Background: an optimization exercise with open tools, aiming at small area, a short achievable clock period and few clock cycles per item. Do not read the settings as production practice. In this exercise RTL edits were held to simulation tests only and were not proved equivalent to the original. No activity file was given, so power comes from the tool's default toggle rates.

job 8288:
Design llmp16_alu, start of the top module:
module llmp16_alu (
    input  wire        clk,
    input  wire        rst,           
    input  wire        in_valid,
    output wire        in_ready,
    input  wire [15:0] in_instr,      
    input  wire [15:0] in_a,          
    input  wire [15:0] in_b,          
    output reg         out_valid,
    output reg  [15:0] out_result,
    output reg  [3:0]  out_dest,
    output reg         out_reg_we,
    output wire [3:0]  out_flags,     
    output reg         out_flags_we
);
For scale: roughly 2,000 cells after synthesis, roughly 88 flip-flops, ~0.013 mm² of cells after synthesis.
Settings: LEC_CHECK=0, ABC_AREA=1, CAP_MARGIN=20, CORE_MARGIN=2, CORE_UTILIZATION=45, SLEW_MARGIN=20; clock period 10.0 ns.
standard.sh (not shown) runs the stock make flow with config.mk's settings and CLKGATE_MAP_FILE= SYNTH_SCRIPT=/design/flow/synth_recipe.tcl, a recipe that flattens the netlist after the stock synthesis.
==> flow/flow/run.sh <==
#!/bin/bash
set -euo pipefail
bash standard.sh SETUP_SLACK_MARGIN=5.9 finish > standard_flow.log 2>&1
Testbench counts of job 8288, summed over its fixed seeds: cycles 16,318, ops 12,000.
--- input diff job 8288..job 6966 ---
==> flow/flow/run.sh <==
#!/bin/bash
set -euo pipefail
bash standard.sh SETUP_SLACK_MARGIN=6.3 finish > standard_flow.log 2>&1
### Flow results
Share of total power in combinational logic sits higher in job 6966 than in job 8288. Non-clock buffer count was higher in the run labelled job 6966. For area of all placed cells without fillers, dividing the value from job 8288 by the value from job 6966 gives 0.949. After detailed routing, job 8288 needs less wire than job 6966. Total number of nets in the final design in job 6966 vs job 8288: up 51. In job 6966, the total routing usage reported by global routing came out 0.99 points above the value in job 8288. Part of the cycle the worst path needs: job 6966 < job 8288. Summary — logic depth of the worst path, buffers included, job 6966 relative to job 8288: higher, by 10. STATUS net switching power of the design: job 6966 loses against job 8288.
Input changes introduced in job 4755 (baseline for comparison: job 6966):
==> flow/flow/run.sh <==
#!/bin/bash
set -euo pipefail
bash standard.sh SETUP_SLACK_MARGIN=6.8 finish > standard_flow.log 2>&1
--- a/flow/config.mk
+++ b/flow/config.mk
@@ -7,3 +7,2 @@
 export LEC_CHECK = 0
-export ABC_AREA = 1
 export CAP_MARGIN = 20
- In the tables for job 6966 and job 4755, arithmetic-cell share of the synthesized area counting full adders, half adders and majority gates reads lower with job 4755.
- Job 4755 gives less routability congestion estimate from global placement than job 6966 did.
- Job 4755 vs job 6966: synthesized cell count down by more than 10%
- Comparing job 6966 and job 4755, the lower fraction of area in multi-input gates is on job 6966.
- Against job 6966 as the reference, job 4755 delivers a higher synthesis-to-layout area growth.
- Switching power summed over all nets of job 4755 exceeds that of job 6966 by more than 10%.
- Looking at main combinational cell family by area after synthesis, the simple AND/OR/NAND/NOR gates result is from job 6966; the compound AO/OA/AOI/OAI gates one comes from job 4755.
- The number of antenna violations at the first check in global routing of job 4755 exceeds that of job 6966 by 1.
- The share of power burned in combinational logic in job 4755 sits 5.0 points above the value recorded for job 6966.
- Summary of job 4755 over job 6966: arrival time of the worst setup path decreased 0.03 ns, fmax now smaller, total chip power higher.
The following lists how job 1404 was set up differently from job 4755:
==> flow/flow/run.sh <==
#!/bin/bash
set -euo pipefail
bash standard.sh SETUP_SLACK_MARGIN=6.3 finish > standard_flow.log 2>&1
[summary]
Changes observed in job 1404 relative to job 4755: initial antenna violation count lower; core occupancy in the finished layout dropped 4.3 points; layout net count lost 65.
Job 1404 against job 4755; final cell count without fillers is down by a few percent.

========
Another version of the RTL of llmp16_alu (not shown whole).
Size in the first run: roughly 2,100 cells after synthesis, ~79 I/O pins, ~0.013 sq mm of cells after synthesis.
clock: 10.0 ns
lec_check: 0
abc_area: 1
cap_margin: 20
core_margin: 2
core_utilization: 45
slew_margin: 20
==> flow/flow/run.sh <==
#!/bin/bash
set -euo pipefail
bash standard.sh SETUP_SLACK_MARGIN=6.6 "BUFFER_PORTS_ARGS=-buffer_cell sky130_fd_sc_hd__buf_1" finish > standard_flow.log 2>&1
Testbench counts at the start, summed over its fixed seeds: cycles 16,318, ops 12,000.
Then changed:
==> flow/flow/run.sh (replaced) <==
#!/bin/bash
set -euo pipefail
bash standard.sh SETUP_SLACK_MARGIN=6.3 "BUFFER_PORTS_ARGS=-buffer_cell sky130_fd_sc_hd__buf_1" finish > standard_flow.log 2>&1
After rerunning:
- final cell count fell by 1.6%
- total power fell by 3.1%
- sequential power rose by about 1%
- non-clock buffer count fell by 42
- worst hold slack loses 3.5 ps
- setup slack loses 140 ps

==> static timing again, ports no longer ideal <==
Ports are ideal in the flow. The routed layouts listed here were re-timed in OpenROAD. Step 1 assumes that a clkbuf_16 drives the clock port and a buf_2 every other input. Step 2 moves the port delays by t, midway between the first and last clock arrival at a register: inputs arrive t later, outputs are due t later. That takes back most of the time a late clock gives input paths. a / b / c = no drivers / after step 1 / after step 2; a / b = the first two.
run	t (ns)	setup WS [ns]	clock arrival spread, ns	cell pins on the clock port's net
job 8288	0.415	5.958 / 5.985 / 5.570	0.013 / 0.013	1
job 6966	0.414	6.225 / 6.225 / 5.882	0.016 / 0.016	1
job 4755	0.419	6.138 / 6.138 / 5.984	0.018 / 0.018	1
job 1404	0.430	6.118 / 6.118 / 5.926	0.015 / 0.015	1
the first run of note 2	0.426	6.369 / 6.369 / 6.191	0.021 / 0.021	1
the second run of note 2	0.417	6.233 / 6.233 / 6.026	0.018 / 0.017	1
After both steps setup and hold are still met in every run listed. The setup slack of job 8288, which loses most, moves by +0.027 ns with the drivers and by -0.388 ns with both steps.
